What follows belongs to an exercise in optimizing a design on an open flow for small area; a production flow would make more cautious choices.
Only simulation tests tie the RTL to the original design; equivalence was not proved.
No activity file was given, so power comes from the tool's default toggle rates.

### design/flow/config.mk
export PLATFORM = sky130hd
export DESIGN_NAME = drive_state_fsm
export DESIGN_NICKNAME = drive_state_fsm
export VERILOG_FILES = /design/flow/design.v
export SDC_FILE = /design/flow/constraint.sdc
export NUM_CORES = 4
export LEC_CHECK = 0
export CAP_MARGIN = 20
export CORE_MARGIN = 2
export CORE_UTILIZATION = 40
export PLACE_DENSITY = 0.6
export SLEW_MARGIN = 20
### design/flow/constraint.sdc
create_clock -name core_clock -period 10.0 [get_ports {clk}]
set_input_delay 2.0000 -clock core_clock [delete_from_list [all_inputs] [get_ports {clk}]]
set_output_delay 2.0000 -clock core_clock [all_outputs]
set_load 0.01 [all_outputs]
### design/flow/design.v
module drive_state_fsm #(
    parameter [31:0] EXCL_CLS   = 32'h0000_0064, EXCL_INST   = 32'h0000_0001, EXCL_ATTR   = 32'h0000_2000,
    parameter [31:0] CW_CLS     = 32'h0000_0064, CW_INST     = 32'h0000_0001, CW_ATTR     = 32'h0000_6040,
    parameter [31:0] SW_CLS     = 32'h0000_0064, SW_INST     = 32'h0000_0001, SW_ATTR     = 32'h0000_6041,
    parameter [31:0] OPMODE_CLS = 32'h0000_0064, OPMODE_INST = 32'h0000_0001, OPMODE_ATTR = 32'h0000_6060,
    parameter [31:0] JOG_CLS    = 32'h0000_0065, JOG_INST    = 32'h0000_0002, JOG_ATTR    = 32'h0000_2101,
    parameter [31:0] JOGVEL_CLS = 32'h0000_0065, JOGVEL_INST = 32'h0000_0002, JOGVEL_ATTR = 32'h0000_60FF,
    parameter [31:0] POLL_TICKS        = 32'd100,    
    parameter [31:0] RETRY_DELAY_TICKS = 32'd500
) (
    input  wire        clk,
    input  wire        rst,             
    input  wire        tick,
    input  wire        cmd_valid,
    input  wire [63:0] cmd_word,
    output wire        cmd_ready,
    output reg         done,
    output reg  [3:0]  res_code,
    output reg  [3:0]  res_op,
    output reg  [7:0]  res_detail,
    output reg  [15:0] res_sw,
    output reg         res_sw_valid,
    output reg  [2:0]  phase,
    output wire        busy,
    output reg  [15:0] last_sw,
    output reg         last_sw_valid,
    output wire        alarm_stop_fail,
    output reg         req_valid,
    output reg         req_write,       
    output reg  [31:0] req_cls,
    output reg  [31:0] req_inst,
    output reg  [31:0] req_attr,
    output reg  [2:0]  req_len,         
    output reg  [31:0] req_data,        
    input  wire        rsp_valid,
    input  wire        rsp_ok,
    input  wire [1:0]  rsp_len,         
    input  wire [15:0] rsp_data         
);
    localparam [3:0] OPC_CLAIM = 4'h1, OPC_ENABLE = 4'h2, OPC_DISABLE = 4'h3,
                     OPC_TRIG  = 4'h4, OPC_STOP   = 4'h5, OPC_RDSTAT  = 4'h6,
                     OPC_WAITB = 4'h7;
    localparam [3:0] RC_OK = 4'd0, RC_TIMEOUT = 4'd1, RC_TRANSPORT = 4'd2,
                     RC_ENCODING = 4'd3, RC_PHASE = 4'd4, RC_ILLEGAL = 4'd5,
                     RC_ARG = 4'd6, RC_NONE = 4'd15;
    localparam [2:0] PH_IDLE = 3'd0, PH_CLAIMED = 3'd1, PH_RTSO = 3'd2,
                     PH_SWON = 3'd3, PH_OPEN = 3'd4, PH_RELEASED = 3'd5;
    localparam [3:0] S_IDLE     = 4'd0, S_CLAIM_WR = 4'd1, S_EN_CW   = 4'd2,
                     S_WAIT_RD  = 4'd3, S_WAIT_SLP = 4'd4, S_DIS_WR  = 4'd5,
                     S_TRIG_WR  = 4'd6, S_TRIG_SLP = 4'd7, S_STOP_WR = 4'd8,
                     S_RD       = 4'd9;
    localparam [2:0] R_EXCL = 3'd0, R_CW = 3'd1, R_SW = 3'd2, R_OPMODE = 3'd3,
                     R_JOG = 3'd4, R_JOGVEL = 3'd5;
    localparam [1:0] C_READFAIL = 2'd0, C_ENCERR = 2'd1, C_SW = 2'd2;
    reg  [3:0]  seq;
    reg         req_out;
    reg         stop_fail;
    reg  [3:0]  op;
    reg  [15:0] op_mode;
    reg  [31:0] jog_vel;
    reg         ff;
    reg  [31:0] timeout;
    reg  [15:0] jog_value;
    reg  [7:0]  max_att;
    reg  [3:0]  w_bit;
    reg         w_target;
    reg  [1:0]  k;
    reg  [2:0]  mask;
    reg  [7:0]  att;
    reg         w_active;
    reg  [31:0] el;
    reg  [31:0] polls;
    reg  [31:0] dly;
    assign busy            = (seq != S_IDLE);
    assign cmd_ready       = ~busy;
    assign alarm_stop_fail = stop_fail;
    wire [3:0] w_opc = cmd_word[3:0];
    reg        w_legal;
    always @(*) begin
        case (w_opc)
            OPC_CLAIM:   w_legal = (cmd_word[15:0] & 16'hFEFF) == 16'h0001;
            OPC_ENABLE:  w_legal = cmd_word[31:0] == 32'h0000_0002;
            OPC_DISABLE: w_legal = cmd_word == 64'h3;
            OPC_TRIG:    w_legal = (cmd_word[63:32] == 32'd0) && (cmd_word[7:0] == 8'h04);
            OPC_STOP:    w_legal = cmd_word == 64'h5;
            OPC_RDSTAT:  w_legal = cmd_word == 64'h6;
            OPC_WAITB:   w_legal = (cmd_word[31:0] & 32'hFFFF_E0FF) == 32'h0000_0007;
            default:     w_legal = 1'b0;
        endcase
    end
    wire accept = cmd_valid && (seq == S_IDLE);
    wire        in_sleep = (seq == S_WAIT_SLP) || (seq == S_TRIG_SLP);
    wire [31:0] el_t     = (tick && w_active && el != 32'hFFFF_FFFF) ? el + 32'd1 : el;
    wire [31:0] dly_t    = (tick && in_sleep) ? dly - 32'd1 : dly;
    wire        wake     = tick && in_sleep && (dly_t == 32'd0);
    wire        rsp = rsp_valid && req_out;
    reg  [1:0]  rd_class;
    always @(*) begin
        if (!rsp_ok || rsp_len == 2'd0) rd_class = C_READFAIL;
        else if (rsp_len == 2'd1)       rd_class = C_ENCERR;
        else                            rd_class = C_SW;
    end
    wire rd_match = (rd_class == C_SW) && (rsp_data[w_bit] == w_target);
    function [15:0] stage_cw(input [1:0] stage);
        case (stage)
            2'd1:    stage_cw = 16'h0006;
            2'd2:    stage_cw = 16'h0007;
            default: stage_cw = 16'h000F;
        endcase
    endfunction
    reg  [2:0] req_reg;
    always @(*) begin
        case (req_reg)
            R_EXCL:   begin req_cls = EXCL_CLS;   req_inst = EXCL_INST;   req_attr = EXCL_ATTR;   end
            R_CW:     begin req_cls = CW_CLS;     req_inst = CW_INST;     req_attr = CW_ATTR;     end
            R_SW:     begin req_cls = SW_CLS;     req_inst = SW_INST;     req_attr = SW_ATTR;     end
            R_OPMODE: begin req_cls = OPMODE_CLS; req_inst = OPMODE_INST; req_attr = OPMODE_ATTR; end
            R_JOG:    begin req_cls = JOG_CLS;    req_inst = JOG_INST;    req_attr = JOG_ATTR;    end
            default:  begin req_cls = JOGVEL_CLS; req_inst = JOGVEL_INST; req_attr = JOGVEL_ATTR; end
        endcase
    end
    task issue(input [3:0] nseq, input wr, input [2:0] rsel, input [2:0] len, input [31:0] data);
        begin
            seq       <= nseq;
            req_out   <= 1'b1;
            req_valid <= 1'b1;
            req_write <= wr;
            req_reg   <= rsel;
            req_len   <= len;
            req_data  <= data;
        end
    endtask
    task finish(input [3:0] code, input [7:0] detail, input [3:0] fop,
                input [15:0] sw, input swv);
        begin
            res_code   <= code;
            res_op     <= fop;
            res_detail <= detail;
            if ((fop == OPC_ENABLE || fop == OPC_WAITB || fop == OPC_RDSTAT) &&
                code != RC_PHASE && code != RC_ILLEGAL && code != RC_ARG) begin
                res_sw       <= sw;
                res_sw_valid <= swv;
            end else begin
                res_sw       <= 16'd0;
                res_sw_valid <= 1'b0;
            end
            w_active <= 1'b0;
            dly      <= 32'd0;
            seq      <= S_IDLE;
            done     <= 1'b1;
        end
    endtask
    task wait_read(input [31:0] npolls);
        begin
            polls <= (npolls == 32'hFFFF_FFFF) ? npolls : npolls + 32'd1;
            issue(S_WAIT_RD, 1'b0, R_SW, 3'd0, 32'd0);
        end
    endtask
    task wait_done(input [3:0] fop, input [1:0] r, input [7:0] det, input [15:0] sw, input swv);
        begin
            w_active <= 1'b0;
            if (fop == OPC_WAITB) begin
                finish(r == 2'd1 ? RC_OK : (r == 2'd0 ? RC_TIMEOUT : RC_ENCODING),
                       det, fop, sw, swv);
            end else begin
                if (r == 2'd2)
                    finish(RC_ENCODING, {6'd0, k}, fop, sw, swv);
                else if (r == 2'd0)
                    finish(RC_TIMEOUT, {6'd0, k}, fop, sw, swv);
                else begin
                    phase <= (k == 2'd1) ? PH_RTSO : (k == 2'd2) ? PH_SWON : PH_OPEN;
                    if (k == 2'd3)
                        finish(RC_OK, 8'd0, fop, sw, swv);
                    else begin
                        k <= k + 2'd1;
                        issue(S_EN_CW, 1'b1, R_CW, 3'd2, {16'd0, stage_cw(k + 2'd1)});
                    end
                end
            end
        end
    endtask
    task wait_start(input [3:0] fop, input [31:0] tmo, input [15:0] sw);
        begin
            w_active      <= 1'b1;
            el            <= 32'd0;
            polls         <= 32'd0;
            last_sw_valid <= 1'b0;
            if (tmo == 32'd0)
                wait_done(fop, 2'd0, 8'd0, sw, 1'b0);
            else
                wait_read(32'd0);
        end
    endtask
    wire [2:0] mask_n = rsp_ok ? mask : (mask | (3'b001 << (k - 2'd1)));
    wire [7:0] sat_polls = (polls > 32'd255) ? 8'd255 : polls[7:0];
    always @(posedge clk) begin
        if (rst) begin
            phase         <= PH_IDLE;
            seq           <= S_IDLE;
            req_out       <= 1'b0;
            stop_fail     <= 1'b0;
            op            <= 4'd0;
            op_mode       <= 16'd0;
            jog_vel       <= 32'd0;
            ff            <= 1'b0;
            timeout       <= 32'd0;
            jog_value     <= 16'd0;
            max_att       <= 8'd0;
            w_bit         <= 4'd0;
            w_target      <= 1'b0;
            k             <= 2'd0;
            mask          <= 3'd0;
            att           <= 8'd0;
            w_active      <= 1'b0;
            el            <= 32'd0;
            polls         <= 32'd0;
            dly           <= 32'd0;
            last_sw       <= 16'd0;
            last_sw_valid <= 1'b0;
            res_code      <= RC_NONE;
            res_op        <= 4'd0;
            res_detail    <= 8'd0;
            res_sw        <= 16'd0;
            res_sw_valid  <= 1'b0;
            done          <= 1'b0;
            req_valid     <= 1'b0;
            req_write     <= 1'b0;
            req_reg       <= 3'd0;
            req_len       <= 3'd0;
            req_data      <= 32'd0;
        end else begin
            done      <= 1'b0;
            req_valid <= 1'b0;
            el  <= el_t;
            dly <= dly_t;
            if (accept) begin
                op <= w_opc;
                if (!w_legal) begin
                    finish(RC_ILLEGAL, 8'd0, w_opc, last_sw, last_sw_valid);
                end else begin
                    case (w_opc)
                        OPC_CLAIM: begin
                            ff      <= cmd_word[8];
                            op_mode <= cmd_word[31:16];
                            jog_vel <= cmd_word[63:32];
                            if (phase != PH_IDLE && phase != PH_RELEASED)
                                finish(RC_PHASE, 8'd0, w_opc, last_sw, last_sw_valid);
                            else begin
                                mask <= 3'd0;
                                k    <= 2'd1;
                                issue(S_CLAIM_WR, 1'b1, R_EXCL, 3'd2, 32'h0000_0001);
                            end
                        end
                        OPC_ENABLE: begin
                            timeout <= cmd_word[63:32];
                            if (phase != PH_CLAIMED && phase != PH_RTSO && phase != PH_SWON)
                                finish(RC_PHASE, 8'd0, w_opc, last_sw, last_sw_valid);
                            else begin
                                phase         <= PH_CLAIMED;
                                last_sw_valid <= 1'b0;
                                k             <= 2'd1;
                                issue(S_EN_CW, 1'b1, R_CW, 3'd2, {16'd0, stage_cw(2'd1)});
                            end
                        end
                        OPC_DISABLE: begin
                            mask <= 3'd0;
                            k    <= 2'd1;
                            issue(S_DIS_WR, 1'b1, R_JOG, 3'd2, 32'd0);
                        end
                        OPC_TRIG: begin
                            jog_value <= cmd_word[31:16];
                            max_att   <= cmd_word[15:8];
                            if (phase != PH_OPEN)
                                finish(RC_PHASE, 8'd0, w_opc, last_sw, last_sw_valid);
                            else if (cmd_word[31:16] == 16'd0 || cmd_word[15:8] == 8'd0)
                                finish(RC_ARG, 8'd0, w_opc, last_sw, last_sw_valid);
                            else begin
                                att <= 8'd1;
                                issue(S_TRIG_WR, 1'b1, R_JOG, 3'd2, {16'd0, cmd_word[31:16]});
                            end
                        end
                        OPC_STOP: begin
                            issue(S_STOP_WR, 1'b1, R_JOG, 3'd2, 32'd0);
                        end
                        OPC_RDSTAT: begin
                            last_sw_valid <= 1'b0;
                            issue(S_RD, 1'b0, R_SW, 3'd0, 32'd0);
                        end
                        default: begin  
                            w_bit    <= cmd_word[11:8];
                            w_target <= cmd_word[12];
                            timeout  <= cmd_word[63:32];
                            wait_start(w_opc, cmd_word[63:32], last_sw);
                        end
                    endcase
                end
            end else if (rsp) begin
                req_out <= 1'b0;
                case (seq)
                    S_CLAIM_WR: begin
                        mask <= mask_n;
                        if (!rsp_ok && ff)
                            finish(RC_TRANSPORT, {5'd0, mask_n}, op, last_sw, last_sw_valid);
                        else if (k == 2'd3) begin
                            phase <= PH_CLAIMED;
                            finish(mask_n == 3'd0 ? RC_OK : RC_TRANSPORT, {5'd0, mask_n},
                                   op, last_sw, last_sw_valid);
                        end else begin
                            k <= k + 2'd1;
                            if (k == 2'd1)
                                issue(S_CLAIM_WR, 1'b1, R_OPMODE, 3'd2, {16'd0, op_mode});
                            else
                                issue(S_CLAIM_WR, 1'b1, R_JOGVEL, 3'd4, jog_vel);
                        end
                    end
                    S_DIS_WR: begin
                        mask <= mask_n;
                        if (k == 2'd1) stop_fail <= !rsp_ok;
                        if (k == 2'd3) begin
                            phase <= PH_RELEASED;
                            finish(mask_n == 3'd0 ? RC_OK : RC_TRANSPORT, {5'd0, mask_n},
                                   op, last_sw, last_sw_valid);
                        end else begin
                            k <= k + 2'd1;
                            if (k == 2'd1)
                                issue(S_DIS_WR, 1'b1, R_CW, 3'd2, 32'd0);
                            else
                                issue(S_DIS_WR, 1'b1, R_EXCL, 3'd2, 32'd0);
                        end
                    end
                    S_EN_CW: begin
                        if (!rsp_ok)
                            finish(RC_TRANSPORT, {6'd0, k}, op, last_sw, last_sw_valid);
                        else begin
                            w_bit    <= {2'b00, k - 2'd1};
                            w_target <= 1'b1;
                            wait_start(op, timeout, last_sw);
                        end
                    end
                    S_WAIT_RD: begin
                        if (rd_class == C_SW) begin
                            last_sw       <= rsp_data;
                            last_sw_valid <= 1'b1;
                        end
                        if (rd_class == C_ENCERR)
                            wait_done(op, 2'd2, sat_polls, last_sw, last_sw_valid);
                        else if (rd_match)
                            wait_done(op, 2'd1, sat_polls, rsp_data, 1'b1);
                        else begin
                            seq <= S_WAIT_SLP;
                            dly <= POLL_TICKS;
                        end
                    end
                    S_TRIG_WR: begin
                        if (rsp_ok)
                            finish(RC_OK, att, op, last_sw, last_sw_valid);
                        else if (att == max_att)
                            finish(RC_TRANSPORT, att, op, last_sw, last_sw_valid);
                        else if (RETRY_DELAY_TICKS == 32'd0) begin
                            att <= att + 8'd1;
                            issue(S_TRIG_WR, 1'b1, R_JOG, 3'd2, {16'd0, jog_value});
                        end else begin
                            seq <= S_TRIG_SLP;
                            dly <= RETRY_DELAY_TICKS;
                        end
                    end
                    S_STOP_WR: begin
                        stop_fail <= !rsp_ok;
                        finish(rsp_ok ? RC_OK : RC_TRANSPORT, 8'd0, op, last_sw, last_sw_valid);
                    end
                    S_RD: begin
                        if (rd_class == C_SW) begin
                            last_sw       <= rsp_data;
                            last_sw_valid <= 1'b1;
                            finish(RC_OK, 8'd0, op, rsp_data, 1'b1);
                        end else if (rd_class == C_ENCERR)
                            finish(RC_ENCODING, 8'd0, op, last_sw, last_sw_valid);
                        else
                            finish(RC_TRANSPORT, 8'd0, op, last_sw, last_sw_valid);
                    end
                    default: ;
                endcase
            end else if (wake) begin
                if (seq == S_WAIT_SLP) begin
                    if (el_t >= timeout)
                        wait_done(op, 2'd0, sat_polls, last_sw, last_sw_valid);
                    else
                        wait_read(polls);
                end else begin  
                    att <= att + 8'd1;
                    issue(S_TRIG_WR, 1'b1, R_JOG, 3'd2, {16'd0, jog_value});
                end
            end
        end
    end
endmodule
### design/flow/run.sh
#!/bin/bash
# synth_recipe.tcl (not shown) runs the flow's synth.tcl, then flattens the netlist and writes it again
# the make line also repeats each setting of config.mk as NAME=value (left out here)
make -C /OpenROAD-flow-scripts/flow DESIGN_CONFIG=/design/flow/config.mk WORK_HOME=/design/flow/orfs CLKGATE_MAP_FILE= SYNTH_SCRIPT=/design/flow/synth_recipe.tcl finish
==> results.txt <==
==> worst max-delay path, delay by kind of cell <==
family                   cells  cell delay, ps
adder cells (fa/ha/maj)      1             280
buffers and inverters        2            1060
AO/OA/AOI/OAI                7            3040
AND/OR/NAND/NOR              6            1480
XOR/XNOR                     1             210
==> worst max-delay path by stage <==
| stage | to | depth (start not counted) |
|---|---|---|
| after floorplan | polls[19] | 17 |
| after global placement | polls[11] | 17 |
| final | req_data[12] | 17 |
| after detailed placement | polls[11] | 17 |
| after global routing | req_data[12] | 17 |
| after CTS | polls[11] | 17 |
==> layer usage <==
| metal | routed length, microns | GRT usage, % | vias up |
|---|---|---|---|
| met5 | 11 | 0 | - |
| met3 | 4400 | 4.20 | 96 |
| met1 | 28100 | 36.1 | 8685 |
| li1 | - | - | 8589 |
| met4 | 1410 | 6.99 | 2 |
| met2 | 27100 | 38.7 | 718 |
==> synthesized netlist by cell type, types with 18 or more instances <==
| cell | instances | area, sq um |
|---|---|---|
| sky130_fd_sc_hd__o21ai_0 | 108 | 541 |
| sky130_fd_sc_hd__nor4_1 | 42 | 263 |
| sky130_fd_sc_hd__nand3_1 | 104 | 521 |
| sky130_fd_sc_hd__nor2b_1 | 41 | 257 |
| sky130_fd_sc_hd__clkbuf_1 | 117 | 439 |
| sky130_fd_sc_hd__nor3_1 | 58 | 290 |
| sky130_fd_sc_hd__nand2_1 | 397 | 1490 |
| sky130_fd_sc_hd__a21oi_1 | 226 | 1130 |
| sky130_fd_sc_hd__xnor2_1 | 46 | 403 |
| sky130_fd_sc_hd__inv_1 | 56 | 210 |
| sky130_fd_sc_hd__xor2_1 | 27 | 236 |
| sky130_fd_sc_hd__mux2i_1 | 20 | 200 |
| sky130_fd_sc_hd__and3_1 | 45 | 282 |
| sky130_fd_sc_hd__a211oi_1 | 20 | 150 |
| sky130_fd_sc_hd__ha_1 | 41 | 513 |
| sky130_fd_sc_hd__a22oi_1 | 40 | 300 |
| sky130_fd_sc_hd__buf_4 | 92 | 691 |
| sky130_fd_sc_hd__buf_2 | 18 | 90.1 |
| sky130_fd_sc_hd__o22ai_1 | 19 | 119 |
| sky130_fd_sc_hd__and2_1 | 23 | 144 |
| sky130_fd_sc_hd__nor2_1 | 178 | 668 |
| sky130_fd_sc_hd__a31oi_1 | 22 | 138 |
| sky130_fd_sc_hd__dfxtp_1 | 323 | 6470 |
| sky130_fd_sc_hd__nand2b_1 | 33 | 206 |
| sky130_fd_sc_hd__or3_1 | 22 | 138 |
| sky130_fd_sc_hd__nand4_1 | 44 | 275 |
==> logic make-up after synthesis <==
group,count (synthesis)
adder cells (fa/ha/maj),41
other,2
AND/OR/NAND/NOR,1064
XOR/XNOR,74
multiplexers,26
AO/OA/AOI/OAI,570
buffers and inverters,291
flip-flops,323
==> layout make-up <==
type | count | share of cell area [%]
inverter | 57 | 0.996
multi-input combinational | 1859 | 49.6
tap | 600 | 3.49
clock inverter | 12 | 0.576
clock buffer | 56 | 5.12
sequential | 323 | 30.1
timing repair buffer | 223 | 10.1
==> power groups by stage <==
stage / logic, mW / registers [mW] / clock network, mW
detailed placement: 0.595 / 1.39 / 0
global route: 0.655 / 1.36 / 1.47
global placement: 0.593 / 1.39 / 0
floorplan: 0.432 / 1.36 / 0
finish: 0.608 / 1.36 / 1.38
CTS: 0.597 / 1.36 / 1.41
==> metrics.md <==
| Metric | Value |
|---|---|
| Result of the run | `complete, no violations` |
| Simple-gate area share of the yosys netlist | `28.8%` |
| Area growth from synthesis to layout | `17.7%` |
| Compound-cell area share of the yosys netlist | `a little under 20%` |
| DP Wirelength | `43.4 mm` |
| Horizontal extent of the die | `218 microns` |
| Cell area reported after detailed placement | `0.0203 sq mm` |
| Setup slack at placement | `1820 ps` |
| Arrival time of the worst setup path | `8090 ps` |
| CTS Buf Count | `39` |
| Number of detailed-routing iterations run before antenna repair | `6` |
| Number of gates resized after cts | `0` |
| Number of distinct standard cells referenced by the synthesized netlist | `95` |
| Synthesis-stage register bit count | `between 300 and 400` |
| Max cap viols | `0` |
| Number of vias in the routed layout | `18100` |
| Final Wtd Congestion | `0.951` |
| Mux share of post-synthesis cell area | `1.77%` |
| Effective utilization at floorplan | `40.4%` |
| CP Cell Sequence | `clkdlybuf4s50_1 -> o311a_1 -> nand2_1 -> nor3_1 -> nand3_1 -> xnor2_1 -> ha_1 -> a21oi_1 -> o21ai_0 -> a2111oi_0 -> nand3_1 -> o21ai_0 -> nand4b_1 -> a21oi_4 -> buf_4 -> nor2_1 -> a311oi_1` |
| Destination of the worst hold path | `jog_value[2]` |
| Final-layout worst hold slack | `~450 ps` |
| Time the worst path needs with I/O delays and setup | `about 7600 ps` |
| Floorplan core area | `around 0.045 sq mm` |
| Synthesized area per cell | `7.64 sq um` |
| Total number of placement rows | `78` |
| Critical Path Slowest Stage Cell | `sky130_fd_sc_hd__a21oi_4` |
| Final net count | `2632` |
| Leakage power | `7.49 nW` |
| Sw frac | `30.8%` |
| Clock share of power | `41.2%` |
| Antenna violations before repair | `1` |
| Data required time of the critical path | `10480 ps` |
| Number of port buffers | `between 150 and 200` |
| Cell Pwr Density | `between 150 and 200 mW/mm^2` |
| Worst hold-check path type | `flop to flop` |
| Maximum number of pins on one net before global-route repair | `between 100 and 150` |
| Worst Reg2Reg Path Length in Cells | `19` |
| Switching power | `1.03 mW` |
| Share of post-route cells with drive strength above 1 | `under 10%` |
| Number of flops mapped to enable cells by yosys | `0` |
| Launching instance or port of the critical path | `tick` |
| Post-synthesis adder-cell area fraction | `2.81%` |
| Number of remaining DRC errors | `0` |
| Root buffer selected by CTS | `sky130_fd_sc_hd__clkbuf_16` |
| Wire length of the first global-routing pass | `roughly 95 mm` |
| Commonest non-fill, non-tap cells in the layout | `sky130_fd_sc_hd__nand2_1, sky130_fd_sc_hd__dfxtp_1, sky130_fd_sc_hd__a21oi_1` |
| Average wire length per cell after detail routing | `about 19 microns` |
| Worst-case register-to-register setup slack | `3540 ps` |
| Non-Filler Instances | `3130` |
| Placed Cells | `3062` |
| Post-synth design cell area | `0.0183 sq mm` |
| Relative contribution of sequential cells to total power | `40.6%` |
| Vias/cell | `approximately 5.8` |
| Xor-xnor portion of the synthesized cell area | `3.65%` |
| Number of fill cells in the layout | `4532` |
| Overall die height | `about 220 microns` |
| Total detailed-routing wirelength | `~61 mm` |
| Synth warn | `1` |
| Share of the core filled with cells in the final layout | `47.6%` |
| Number of top-level pins | `278` |
| Final setup margin | `2390 ps` |
| Slew Viols, Final | `0` |
| Commonest non-fill, non-tap cell in the layout | `sky130_fd_sc_hd__nand2_1` |
| Transition at the pin with the smallest max-transition slack | `1070 ps` |
| Launch instance of the worst register-to-register path | `el[19]` |
| Launch point of the worst hold path | `jog_value[2]` |
| Setup TNS | `0 ps` |
| Antenna cells | `0` |
| Internal Power | `2.32 mW` |
| CTS Hold Bufs | `0` |
| Multi-input logic area | `between 0.01 and 0.015 sq mm` |
| Tot GR Track Use | `25.1%` |
| Total Die Area | `0.0474 sq mm` |
| Relative contribution of combinational cells to total power | `18.2%` |
| Register area share after synthesis | `35.4%` |
| Maximum net fanout on the critical path | `40` |
| Number of instances in the synthesized netlist | `2391` |
| Maximum clock frequency | `0.131 GHz` |
| Slowest cell delay on critical path | `890 ps` |
| Post-synthesis async set-or-reset flop share | `0%` |
| Critical path startpoint category | `input pin` |
| Flip-flop cell with the highest count after synthesis | `sky130_fd_sc_hd__dfxtp_1` |
| Detailed router's first-iteration violation count | `1611` |
| Number of cells on the worst hold path | `2` |
| CTS tree | `built` |
| Via count of the first global-routing pass | `16800` |
| Peak supply drop | `0.0964 mV` |
| Fin. Hold Viols | `0` |
| Grt total ovfl | `0` |
| FF/Latch Area | `around 0.0065 sq mm` |
| Clk_skew | `about 22 ps` |
| Final std cell area, no fill | `around 0.021 sq mm` |
| Endpoint of the most critical register-to-register path | `req_data[12]` |
| Total power | `3.35 mW` |
| Post-route fraction of the period consumed by the critical path | `around 76%` |
| Final number of setup-violating endpoints | `0` |
| H-Tree Depth | `2` |
| CP Capture Type | `flop` |
| Max_slew headroom | `between 20% and 30%` |
| CTS clock-pin slew for the worst setup and hold paths | `60 ps` |
| Setup repair after global routing missed its margin | `false` |
| Buffer levels on the longest clock path | `3` |
| DRT antenna net count | `0` |
| Worst setup path class | `input pin to flop` |
| Setup repair bufs after CTS | `0` |
| Combinational family with the most area after synthesis | `simple AND/OR/NAND/NOR gates` |
| Total number of clock tree sinks | `323` |
| Insertion delay to the later sink of the worst-skew pair | `580 ps` |

## separate check: timing with driven ports
Ports are ideal in the flow. The routed layout listed here was re-timed in OpenROAD.
Step 1: set_driving_cell puts a clkbuf_16 on clk and a buf_2 on each other input, an assumption about the parent block.
Step 2 times the ports against the registers' clock, not the clock port: input delays grow and output delays shrink by t, the midpoint of the rising clock arrivals with the driver on.
Slacks: no drivers / after step 1 / after step 2; pairs: no drivers / after step 1.
t (ns): 0.633
setup slack, ns: 2.391 / 2.376 / 1.743
hold WS [ns]: 0.452 / 0.452 / 0.452
latest minus earliest clock arrival (ns): 0.023 / 0.023
pins driven straight from the clock port: 1
After both steps this run still meets setup and hold. The setup slack of this run moves by -0.015 ns with the drivers and by -0.648 ns with both steps.
